What follows belongs to an exercise in optimizing a design on an open flow for small area; a production flow would make more cautious choices.
Function was checked by simulation only, so behaviour that the tests miss may differ from the original.

==> job 7156 <==
==> flow/design.v (excerpt) <==
module modbus_slave (
    input  wire        clk,
    input  wire        rst,
    input  wire [31:0] cfg_baud,
    input  wire [7:0]  cfg_slave_id,
    input  wire [15:0] cfg_base,
    input  wire [15:0] cfg_size,
    input  wire [31:0] cfg_timeout,
    input  wire        poll_req,
    output wire        poll_done,
    output wire [7:0]  alarm_code,
    output wire        busy,
    output wire        fault,
    input  wire        rx_avail,
    input  wire [7:0]  rx_data,
    output wire        rx_pop,
    output wire        tx_push,
    output reg  [7:0]  tx_data,
    output wire        tx_flush_req,
    input  wire        tx_flush_done,
    input  wire [31:0] clk_now,
    input  wire        tick_us,
    input  wire        dir_set,
    output wire        de,
    output wire        de_oe,
    output wire [15:0] st_idx,
    output wire        st_rd,
    input  wire [15:0] st_rdata,
    output wire        st_wr,
    output wire [15:0] st_wdata
);
export LEC_CHECK = 0
export CAP_MARGIN = 20
export CORE_MARGIN = 2
export CORE_UTILIZATION = 58
export CTS_BUF_LIST = sky130_fd_sc_hd__clkbuf_16
export CTS_CLUSTER_DIAMETER = 80
export CTS_CLUSTER_SIZE = 30
export SLEW_MARGIN = 20
create_clock -name core_clock -period 10.0 [get_ports {clk}]
run.sh (not shown) runs the stock make flow with config.mk's settings and CLKGATE_MAP_FILE= SYNTH_SCRIPT=/design/flow/synth_recipe.tcl, a recipe that flattens the netlist after the stock synthesis.
==> inputs of job 9982, as changes to job 7156 <==
--- a/flow/design.v
+++ b/flow/design.v
@@ -88,70 +88,50 @@
     wire [7:0] r1 = ring[8*(L-1) +: 8];      
     wire [7:0] r2 = ring[8*(L-2) +: 8];      
     wire [7:0] r3 = ring[8*(L-3) +: 8];
     wire [7:0] r4 = ring[8*(L-4) +: 8];
     wire [7:0] r5 = ring[8*(L-5) +: 8];
     wire [7:0] r6 = ring[8*(L-6) +: 8];
     wire [7:0] r7 = ring[8*(L-7) +: 8];
-    function automatic [27:0] add27(input [26:0] a, input [26:0] b, input cin);
-        integer k;
-        reg c;
-        begin
-            c = cin;
-            for (k = 0; k < 27; k = k + 1) begin
-                add27[k] = a[k] ^ b[k] ^ c;
-                c = (a[k] & b[k]) | (c & (a[k] ^ b[k]));
-            end
-            add27[27] = c;
-        end
-    endfunction
     wire [7:0]  f_id   = r1;
     wire [7:0]  f_fc   = r2;
     wire [15:0] f_addr = {r3, r4};
     wire [15:0] f_qty  = {r5, r6};
     wire [7:0]  f_bc   = r7;
-    wire [27:0] sub_w   = add27({11'd0, f_addr}, {11'd0, ~cfg_base}, 1'b1);
-    wire [16:0] sub     = {~sub_w[16], sub_w[15:0]};      
+    wire [16:0] sub     = {1'b0, f_addr} - {1'b0, cfg_base};
     wire        addr_lt = sub[16];
     function automatic gt16(input [15:0] a, input [15:0] b, input cin);
         integer k;
         reg c;
         begin
             c = cin;
             for (k = 0; k < 16; k = k + 1)
                 c = (a[k] & ~b[k]) | (~(a[k] ^ b[k]) & c);
             gt16 = c;
         end
     endfunction
     wire        qty_gt  = gt16(f_qty, cfg_size, 1'b0);
-    wire        qty_gt29= (f_qty[15:5] != 11'd0) || (f_qty[4:1] == 4'b1111);
+    wire        qty_gt29= f_qty > 16'd29;
     wire [4:0]  qty_sat = (f_qty[15:5] != 11'd0) ? 5'd31 : f_qty[4:0];
-    wire [27:0] bc9     = add27({19'd0, f_bc}, 27'd9, 1'b0);
-    wire        bc_ok   = (bc9[9:0] == {4'b0000, cur});
-    wire        frame_ok= (cur[5:3] != 3'd0) && (f_id == cfg_slave_id) && (crc == 16'd0);
+    wire        bc_ok   = ({2'b00, f_bc} + 10'd9) == {4'b0000, cur};
+    wire        frame_ok= (cur > 6'd7) && (f_id == cfg_slave_id) && (crc == 16'd0);
     wire        idx_out = idx[16] | gt16(idx[15:0], cfg_size, 1'b1);
-    wire        fast    = (cfg_baud[31:15] != 17'd0) || gt16({1'b0, cfg_baud[14:0]}, 16'd19200, 1'b0);
+    wire        fast    = cfg_baud > 32'd19200;
     wire [14:0] b       = fast ? 15'd20000 : cfg_baud[14:0];
     wire        done    = acc[26];
     wire        exc     = md[2];
     wire        is03    = (md == 3'b001);
     wire        pop     = (state == S_RXC) && (done || first);
     wire        cap     = (state == S_RXA) && rx_avail && (ph == cur);
     wire        ld15 = pop;
     wire        ld35 = (state == S_FLUSH) && tx_flush_done;
     wire        ld   = ld15 | ld35;
     wire [26:0] acc_a = ld15 ? 27'd52108863 :
                         ld35 ? 27'd32108863 : acc;
-    wire [27:0] acc_w = add27(acc_a, {12'd0, (tick_us | ld) ? b : 15'd0}, 1'b0);
-    wire [26:0] acc_n = acc_w[26:0];
-    wire [27:0] ph_inc  = add27({21'd0, ph},  27'd0, 1'b1);
-    wire [27:0] wph_inc = add27({22'd0, wph}, 27'd0, 1'b1);
-    wire [27:0] cur_inc = add27({21'd0, cur}, 27'd0, 1'b1);
-    wire [27:0] idx_inc = add27({10'd0, idx}, 27'd0, 1'b1);
-    wire [27:0] rem_dec = add27({22'd0, rem}, {22'd0, 5'b11111}, 1'b0);
+    wire [26:0] acc_n = acc_a + {12'd0, (tick_us | ld) ? b : 15'd0};
     wire [15:0] crc_next;
     modbus_crc16 u_crc (.crc_in(crc), .data(tx_data), .crc_out(crc_next));
     wire        w_n   = clk_now[wph];
     wire        w_l   = last_act[0];
     wire        w_t   = cfg_timeout[wph];
     wire        w_bi  = (wph != 5'd0) && wbr;
     wire        w_gi  = (wph != 5'd0) && wgt;
@@ -170,15 +150,15 @@
     assign de_oe        = dir_en;
     assign de           = dir_en && ((state == S_TXH) || (state == S_RD) || (state == S_HI) ||
                                      (state == S_LO) || (state == S_CRC1) || (state == S_CRC2) ||
                                      (state == S_FLUSH));
     assign st_idx       = idx[15:0];
     assign st_wdata     = {r1, r2};
     assign st_rd        = (state == S_RD) && (rem != 5'd0);
-    wire   pmr_slot     = ph[0] && ((ph[5:3] != 3'd0) || (ph[2:1] == 2'b11));
+    wire   pmr_slot     = ph[0] && (ph >= 6'd7) && (ph != 6'd63);
     assign st_wr        = !idx_out && (((state == S_W06) && (ph == 6'd4)) ||
                                        ((state == S_PMR) && (rem != 5'd0) && pmr_slot));
     always @(*) begin
         case (state)
         S_HI:   tx_data = st_rdata[15:8];
         S_LO:   tx_data = st_rdata[7:0];
         S_CRC1: tx_data = exc ? crc[15:8] : crc[7:0];
@@ -192,24 +172,24 @@
                 tx_data = {r1[7] | (exc && ph == 6'd1), r1[6:0]};
         end
         default: tx_data = r1;
         endcase
     end
     always @(posedge clk) begin
         ring <= {ring[8*(L-1)-1:0], cap ? rx_data : r1};
-        ph   <= (ph == L-1 || rst) ? 6'd0 : ph_inc[5:0];
+        ph   <= (ph == L-1 || rst) ? 6'd0 : ph + 6'd1;
         acc  <= acc_n;
         wbr  <= w_bo;
         wgt  <= w_go;
         if (rst || (state == S_PSTART && rx_avail)) begin
             last_act <= clk_now;
             wph      <= 5'd0;
         end else begin
             last_act <= {last_act[0], last_act[31:1]};
-            wph      <= wph_inc[4:0];
+            wph      <= wph + 5'd1;
         end
         if (state == S_PSTART)
             first <= 1'b1;
         else if (pop)
             first <= 1'b0;
         if ((state == S_DISP || state == S_TXH) && ph == 6'd0) begin
             idx <= sub;
@@ -259,15 +239,15 @@
             end
             S_RXB: begin
                 if (ph == cur)
                     state <= S_RXC;
             end
             S_RXC: begin
                 if (pop) begin
-                    cur   <= cur_inc[5:0];
+                    cur   <= cur + 6'd1;
                     state <= S_RXA;
                 end
             end
             S_DISP: begin
                 if (ph == 6'd0) begin
                     if (!frame_ok)
                         state <= S_DONE;
@@ -304,16 +284,16 @@
             end
             S_DRY: begin
                 if (rem == 5'd0)
                     state <= S_TXW;
                 else if (idx_out)
                     state <= S_FAULT;
                 else begin
-                    idx <= idx_inc[16:0];
-                    rem <= rem_dec[4:0];
+                    idx <= idx + 17'd1;
+                    rem <= rem - 5'd1;
                 end
             end
             S_W06: begin
                 if (ph == 6'd4)
                     state <= idx_out ? S_FAULT : S_TXW;
             end
             S_PMR: begin
@@ -321,16 +301,16 @@
                     state <= S_TXW;
                 else if (ph == L-1)
                     state <= S_FAULT;            
                 else if (pmr_slot) begin
                     if (idx_out)
                         state <= S_FAULT;
                     else begin
-                        idx <= idx_inc[16:0];
-                        rem <= rem_dec[4:0];
+                        idx <= idx + 17'd1;
+                        rem <= rem - 5'd1;
                     end
                 end
             end
             S_TXW: begin
                 if (ph == L-1)
                     state <= S_TXH;
             end
@@ -339,16 +319,16 @@
                     state <= is03 ? S_RD : S_CRC1;
             end
             S_RD: begin
                 state <= (rem == 5'd0) ? S_CRC1 : S_HI;
             end
             S_HI: state <= S_LO;
             S_LO: begin
-                idx   <= idx_inc[16:0];
-                rem   <= rem_dec[4:0];
+                idx   <= idx + 17'd1;
+                rem   <= rem - 5'd1;
                 state <= S_RD;
             end
             S_CRC1: state <= S_CRC2;
             S_CRC2: state <= S_FLUSH;
             S_FLUSH: begin
                 if (tx_flush_done)
                     state <= S_HOLD;
- CORE_UTILIZATION: 58 -> 55
==> metrics.md <==
| Metric | Value |
|---|---|
| Drt first-iter violations | `615` |
| Unrepaired setup endpoints after global routing | `yes` |
| Outcome | `no timing/DRC/antenna violations` |
| Layout cell share with drive strength beyond 1 | `0.1097` |
| Die width | `189.0 um` |
| Non-CTS buffers | `244` |
| Seq/total area | `0.5450` |
| Reg2Reg Setup Slack | `1.38 ns` |
| CP Data Required Time | `10.51 ns` |
| Non-filler instance count after layout | `2208` |
| RR Startpoint | `state[3]` |
The numbers above come from job 7156.

==> metrics.md <==
| Metric | Value |
|---|---|
| Reg2Reg Setup Slack | `4.22 ns` |
| Drt first-iter violations | `793` |
| Non-CTS buffers | `231` |
| Final net count | `2187` |
| Seq/total area | `0.5318` |
| CP Data Required Time | `8.00 ns` |
| Outcome | `no timing/DRC/antenna violations` |
| RR Startpoint | `state[4]` |
| Layout cell share with drive strength beyond 1 | `0.07728` |
| Die width | `197.6 um` |
| Unrepaired setup endpoints after global routing | `no` |
The numbers above come from job 9982.

-- afterwards: timing with drivers on the ports --
In the flow no input, the clock included, has a driving cell. The finished layouts below were timed again as built, in two steps. Step 1 assumes that a clkbuf_16 drives the clock port and a buf_2 every other input. Step 2 also shifts input and output timing later by t, the mid clock arrival at the registers, as if the neighbouring blocks saw the same clock. a / b / c = ideal / step 1 / step 2; a / b = the first two.
run | t (ns) | setup slack, ns | worst hold slack (ns) | worst setup path after step 2 | worst slew at a driven data input, ns
job 7156 | 0.629 | 0.198 / 0.228 / -0.401 | 0.324 / 0.324 / 0.324 | input to register | 0.09
job 9982 | 0.635 | 3.294 / 3.267 / 2.907 | 0.322 / 0.322 / 0.322 | input to register | 0.07
With both steps, setup timing fails in job 7156, where it was met with ideal ports. The setup slack of job 7156, which loses most, moves by +0.030 ns with the drivers and by -0.599 ns with both steps.
